What follows belongs to an exercise in optimizing a design on an open flow for small area and few clock cycles; a production flow would make more cautious choices.
Only simulation tests tie the RTL to the original design; equivalence was not proved.
Power and IR drop assume default switching activity.

==> flow/design.v (excerpt) <==
module mono_raster (
    input             clk,
    input             rst,
    input             start,
    input             cfg_dither,
    input      [15:0] cfg_width,
    input      [15:0] cfg_height,
    output            idle,
    output            err,
    input             pix_valid,
    input      [31:0] pix_data,
    output            pix_ready,
    output            out_valid,
    output     [7:0]  out_data,
    output            out_last,
    input             out_ready
);
    localparam MAXW = 384;
    localparam FD   = 2;         
    localparam S_IDLE  = 2'd0;
    localparam S_PIX   = 2'd2;
    localparam S_DRAIN = 2'd3;
    reg  [1:0]  state;
    reg         err_r;
    reg         mode_d;
    reg  [8:0]  wm1;         
    reg  [15:0] rows;        
    reg         first_row;
    reg  [2:0]  hdr_cnt;     
    reg  [8:0]  slot;        
    reg  [8:0]  col;         
    reg         ov;
    reg  [7:0]  od;
    reg         ol;
    reg  [6:0]         seg0 [0:7];
    reg  [6:0]         seg1 [0:7];
    reg  [6:0]         seg2 [0:15];
    reg  [6:0]         seg3 [0:31];
    reg  [6:0]         seg4 [0:63];
    reg  [6:0]         seg5 [0:127];
    reg  [6:0]         seg6 [0:127];
    reg  [5:0]         ccode;               
    wire out_free = !ov || out_ready;
    wire hdr_done = hdr_cnt[2];
    wire hdr_pend = (state == S_PIX) && !hdr_done;
    assign idle      = (state == S_IDLE);
    assign err       = err_r;
    assign out_valid = ov || hdr_pend;
    assign out_data  = hdr_pend ? hdr_byte : od;
    assign out_last  = ol;
    wire cfg_bad = (cfg_width == 16'd0) || (cfg_width > MAXW) || (cfg_height == 16'd0);
  ...
Size: about 3,700 cells after synthesis, ~2,800 flip-flops, ~83 I/O pins, roughly 65,000 um^2 of cells after synthesis.
==> module mono_raster, before the edit <==
module mono_raster (
    input             clk,
    input             rst,
    input             start,
    input             cfg_dither,
    input      [15:0] cfg_width,
    input      [15:0] cfg_height,
    output            idle,
    output            err,
    input             pix_valid,
    input      [31:0] pix_data,
    output            pix_ready,
    output            out_valid,
    output     [7:0]  out_data,
    output            out_last,
    input             out_ready
);
    localparam MAXW = 384;
    localparam FD   = 2;         
    localparam S_IDLE  = 2'd0;
    localparam S_PIX   = 2'd2;
    localparam S_DRAIN = 2'd3;
    reg  [1:0]  state;
    reg         err_r;
    reg         mode_d;
    reg  [8:0]  wm1;         
    reg  [15:0] rows;        
    reg         first_row;
    reg  [2:0]  hdr_cnt;     
    reg  [8:0]  slot;        
    reg  [8:0]  col;         
    reg         ov;
    reg  [7:0]  od;
    reg         ol;
    reg  [6:0]         seg0 [0:7];
    reg  [6:0]         seg1 [0:7];
    reg  [6:0]         seg2 [0:15];
    reg  [6:0]         seg3 [0:31];
    reg  [6:0]         seg4 [0:63];
    reg  [6:0]         seg5 [0:127];
    reg  [6:0]         seg6 [0:127];
    reg  [5:0]         ccode;               
    wire out_free = !ov || out_ready;
    wire hdr_done = hdr_cnt[2];
    wire hdr_pend = (state == S_PIX) && !hdr_done;
    assign idle      = (state == S_IDLE);
    assign err       = err_r;
    assign out_valid = ov || hdr_pend;
    assign out_data  = hdr_pend ? hdr_byte : od;
    assign out_last  = ol;
    wire cfg_bad = (cfg_width == 16'd0) || (cfg_width > MAXW) || (cfg_height == 16'd0);
    wire [8:0] lm1 = {wm1[8:3], 3'b111};
    wire [5:0] bw = wm1[8:3] + 6'd1;
    reg  [7:0] hdr_byte;
    always @(*) begin
        case (hdr_cnt[1:0])
            2'd0: hdr_byte = {2'b00, bw};
            2'd1: hdr_byte = 8'd0;
            2'd2: hdr_byte = rows[7:0];
            default: hdr_byte = rows[15:8];
        endcase
    end
    wire [7:0] in_val;
    mr_conv u_conv (.px(pix_data), .md(mode_d), .q(in_val));
    reg  [7:0] fifo [0:FD-1];
    reg        f_wp, f_rp;
    reg  [1:0] f_cnt;
    wire       f_empty = (f_cnt == 2'd0);
    wire [7:0] luma    = fifo[f_rp];
    wire last_col  = (slot == wm1);
    wire last_slot = (slot == lm1);
    wire last_row  = (rows == 16'd1);
    wire byte_done = (slot[2:0] == 3'd7) || last_col;
    wire [6:0] o0 = seg0[7];
    wire [6:0] o1 = wm1[3] ? seg1[7] : o0;
    wire [6:0] o2 = wm1[4] ? seg2[15] : o1;
    wire [6:0] o3 = wm1[5] ? seg3[31] : o2;
    wire [6:0] o4 = wm1[6] ? seg4[63] : o3;
    wire [6:0] o5 = (wm1[7] || wm1[8]) ? seg5[127] : o4;
    wire [6:0] tapv = wm1[8] ? seg6[127] : o5;
    wire [6:0] code_l = (slot == 9'd0) ? 7'd0 : seg0[0];
    wire [6:0] code_a = first_row ? 7'd0 : tapv;
    wire [5:0] code_c = (first_row || slot == 9'd0) ? 6'd0 : ccode;
    wire [8:0] u;
    mr_vsum u_vsum (.luma(luma), .L(code_l), .A(code_a), .C(code_c), .u(u));
    wire       white = u[8];                        
    wire       neg = !u[7];
    wire       inc = !(u[8] ^ u[7]);
    wire [6:0] mx  = u[6:0] ^ {7{neg}};
    wire [6:0] mag;
    wire [7:0] mc;
    assign mc[0] = inc;
    genvar gi;
    generate
        for (gi = 0; gi < 7; gi = gi + 1) begin : inc_
            assign mag[gi]  = mx[gi] ^ mc[gi];
            assign mc[gi+1] = mx[gi] & mc[gi];
        end
    endgenerate
    wire       g0  = mag[2] ? mag[1] : (mag[1] & mag[0]);
    wire [6:0] code_new = {neg, {mag[6:3], mag[2], g0} ^ {6{neg}}};
    wire       bit_v   = mode_d ? !white : !luma[2];
    wire [7:0] od_new = ((slot[2:0] == 3'd0) ? 8'd0 : od) | ({7'd0, bit_v} << (3'd7 - slot[2:0]));
    wire pix_fire = (state == S_PIX) && !f_empty && (slot == col) && out_free && (!byte_done || hdr_done);
    assign pix_ready = (state == S_PIX) && (f_cnt != FD);
    wire in_fire = pix_valid && pix_ready;
    integer k;
    always @(posedge clk) begin
        seg0[0] <= pix_fire ? code_new : tapv;
        seg1[0] <= o0;
        seg2[0] <= o1;
        seg3[0] <= o2;
        seg4[0] <= o3;
        seg5[0] <= o4;
        seg6[0] <= o5;
        for (k = 1; k < 8; k = k + 1) begin
            seg0[k] <= seg0[k-1];
            seg1[k] <= seg1[k-1];
        end
        for (k = 1; k < 16; k = k + 1)
            seg2[k] <= seg2[k-1];
        for (k = 1; k < 32; k = k + 1)
            seg3[k] <= seg3[k-1];
        for (k = 1; k < 64; k = k + 1)
            seg4[k] <= seg4[k-1];
        for (k = 1; k < 128; k = k + 1) begin
            seg5[k] <= seg5[k-1];
            seg6[k] <= seg6[k-1];
        end
        if (pix_fire) begin
            ccode <= tapv[6:1];
        end
        if (in_fire)
            fifo[f_wp] <= in_val;
    end
    always @(posedge clk) begin
        if (state == S_IDLE) begin
            f_wp  <= 1'b0;
            f_rp  <= 1'b0;
            f_cnt <= 2'd0;
        end else begin
            if (in_fire)
                f_wp <= !f_wp;
            if (pix_fire)
                f_rp <= !f_rp;
            f_cnt <= f_cnt + in_fire - pix_fire;
        end
    end
    always @(posedge clk) begin
        if (rst) begin
            state     <= S_IDLE;
            err_r     <= 1'b0;
            ov        <= 1'b0;
        end else begin
            if (out_ready)
                ov <= 1'b0;
            case (state)
                S_IDLE: begin
                    if (start) begin
                        if (cfg_bad) begin
                            err_r <= 1'b1;
                        end else begin
                            err_r     <= 1'b0;
                            mode_d    <= cfg_dither;
                            wm1       <= cfg_width[8:0] - 9'd1;
                            rows      <= cfg_height;
                            first_row <= 1'b1;
                            hdr_cnt   <= 3'd0;
                            ol        <= 1'b0;
                            slot      <= 9'd0;
                            col       <= 9'd0;
                            state     <= S_PIX;
                        end
                    end
                end
                S_PIX: begin
                    if (!(first_row && col == 9'd0 && !pix_fire))
                        slot <= last_slot ? 9'd0 : slot + 9'd1;
                    if (hdr_pend && out_ready)
                        hdr_cnt <= hdr_cnt + 3'd1;
                    if (pix_fire) begin
                        od <= od_new;
                        if (byte_done) begin
                            ov <= 1'b1;
                            ol <= last_col && last_row;
                        end
                        if (last_col) begin
                            col       <= 9'd0;
                            rows      <= rows - 16'd1;
                            first_row <= 1'b0;
                            if (last_row)
                                state <= S_DRAIN;
                        end else begin
                            col <= col + 9'd1;
                        end
                    end
                end
                default: begin  
                    if (out_free)
                        state <= S_IDLE;
                end
            endcase
        end
    end
endmodule
==> flow/config.mk <==
export PLATFORM = sky130hd
export DESIGN_NAME = mono_raster
export DESIGN_NICKNAME = mono_raster
export VERILOG_FILES = /design/flow/design.v
export SDC_FILE = /design/flow/constraint.sdc
export NUM_CORES = 4
export LEC_CHECK = 0
export CAP_MARGIN = 20
export CORE_MARGIN = 2
export CORE_UTILIZATION = 40
export SLEW_MARGIN = 20
export SYNTH_HIERARCHICAL = 1
==> flow/constraint.sdc <==
create_clock -name core_clock -period 22.0 [get_ports {clk}]
set_input_delay 4.4000 -clock core_clock [delete_from_list [all_inputs] [get_ports {clk}]]
set_output_delay 4.4000 -clock core_clock [all_outputs]
set_load 0.01 [all_outputs]
standard.sh (not shown) runs the stock make flow with config.mk's settings and CLKGATE_MAP_FILE= SYNTH_SCRIPT=/design/flow/synth_recipe.tcl, a recipe that flattens the netlist after the stock synthesis.
==> flow/flow/run.sh <==
#!/bin/bash
# The standard ORFS flow, with two changes: clock tree synthesis inserts no
# dummy loads, and the port buffers are the smallest buffer cell.
set -euo pipefail
bash standard.sh \
  "CTS_ARGS=-sink_clustering_enable -repair_clock_nets -dont_use_dummy_load -sink_clustering_size 22 -sink_clustering_max_diameter 60 -buf_list sky130_fd_sc_hd__clkbuf_8" \
  "BUFFER_PORTS_ARGS=-buffer_cell sky130_fd_sc_hd__buf_1" \
  finish > flow.log 2>&1
Testbench counts at the start, summed over its fixed seeds: cycles 267,576.
Change:
--- a/flow/design.v
+++ b/flow/design.v
@@ -26,11 +26,11 @@
     reg  [8:0]  wm1;         
     reg  [15:0] rows;        
     reg         first_row;
     reg  [2:0]  hdr_cnt;     
     reg  [8:0]  slot;        
-    reg  [8:0]  col;         
+    reg  [8:0]  lag;         
     reg         ov;
     reg  [7:0]  od;
     reg         ol;
     reg  [6:0]         seg0 [0:7];
     reg  [6:0]         seg1 [0:7];
@@ -99,11 +99,15 @@
     endgenerate
     wire       g0  = mag[2] ? mag[1] : (mag[1] & mag[0]);
     wire [6:0] code_new = {neg, {mag[6:3], mag[2], g0} ^ {6{neg}}};
     wire       bit_v   = mode_d ? !white : !luma[2];
     wire [7:0] od_new = ((slot[2:0] == 3'd0) ? 8'd0 : od) | ({7'd0, bit_v} << (3'd7 - slot[2:0]));
-    wire pix_fire = (state == S_PIX) && !f_empty && (slot == col) && out_free && (!byte_done || hdr_done);
+    wire in_slot  = (lag == 9'd0);
+    wire pix_fire = (state == S_PIX) && !f_empty && in_slot && out_free && (!byte_done || hdr_done);
+    wire slot_hold = first_row && (slot == 9'd0) && in_slot && !pix_fire;
+    wire [8:0] slot_next = last_slot ? 9'd0 : slot + 9'd1;
+    wire last_lag  = (lag[2:0] == 3'd7) && (lag[8:3] == wm1[8:3]);
     assign pix_ready = (state == S_PIX) && (f_cnt != FD);
     wire in_fire = pix_valid && pix_ready;
     integer k;
     always @(posedge clk) begin
         seg0[0] <= pix_fire ? code_new : tapv;
@@ -166,34 +170,35 @@
                             rows      <= cfg_height;
                             first_row <= 1'b1;
                             hdr_cnt   <= 3'd0;
                             ol        <= 1'b0;
                             slot      <= 9'd0;
-                            col       <= 9'd0;
+                            lag       <= 9'd0;
                             state     <= S_PIX;
                         end
                     end
                 end
                 S_PIX: begin
-                    if (!(first_row && col == 9'd0 && !pix_fire))
-                        slot <= last_slot ? 9'd0 : slot + 9'd1;
+                    if (!slot_hold)
+                        slot <= slot_next;
+                    if (pix_fire)
+                        lag <= last_col ? slot_next : 9'd0;
+                    else if (!slot_hold)
+                        lag <= last_lag ? 9'd0 : lag + 9'd1;
                     if (hdr_pend && out_ready)
                         hdr_cnt <= hdr_cnt + 3'd1;
                     if (pix_fire) begin
                         od <= od_new;
                         if (byte_done) begin
                             ov <= 1'b1;
                             ol <= last_col && last_row;
                         end
                         if (last_col) begin
-                            col       <= 9'd0;
                             rows      <= rows - 16'd1;
                             first_row <= 1'b0;
                             if (last_row)
                                 state <= S_DRAIN;
-                        end else begin
-                            col <= col + 9'd1;
                         end
                     end
                 end
                 default: begin  
                     if (out_free)
Synthesized cell count is about the same; flip-flop and latch count stays the same; clock-buffer cell count fell by 2; via count fell by 0.35%; synthesized area barely changes; wire length fell by 0.45%; power stays flat; clock skew rose by 0.0045 ns; cell count hardly moves.
Testbench counts after the change, summed over its fixed seeds: cycles 267,576.

==> static timing again, ports no longer ideal <==
How much do the figures lean on ideal ports? The routed layouts below were timed once more, with nothing changed but the port constraints. Step 1: set_driving_cell puts a clkbuf_16 on clk and a buf_2 on each other input, an assumption about the parent block. Step 2 also shifts input and output timing later by t, the mid clock arrival at the registers, as if the neighbouring blocks saw the same clock. a / b / c = ideal ports / drivers / drivers and shift; a / b = the first two.
run | shift t [ns] | setup WS [ns] | pins driven straight from the clock port
the first run | 0.900 | 11.388 / 11.437 / 10.537 | 1
the second run | 0.923 | 10.657 / 10.705 / 9.782 | 1
After both steps setup and hold are still met in every run listed. For the second run, which loses most, drivers alone change the setup slack by +0.048 ns; drivers and shift together by -0.875 ns.
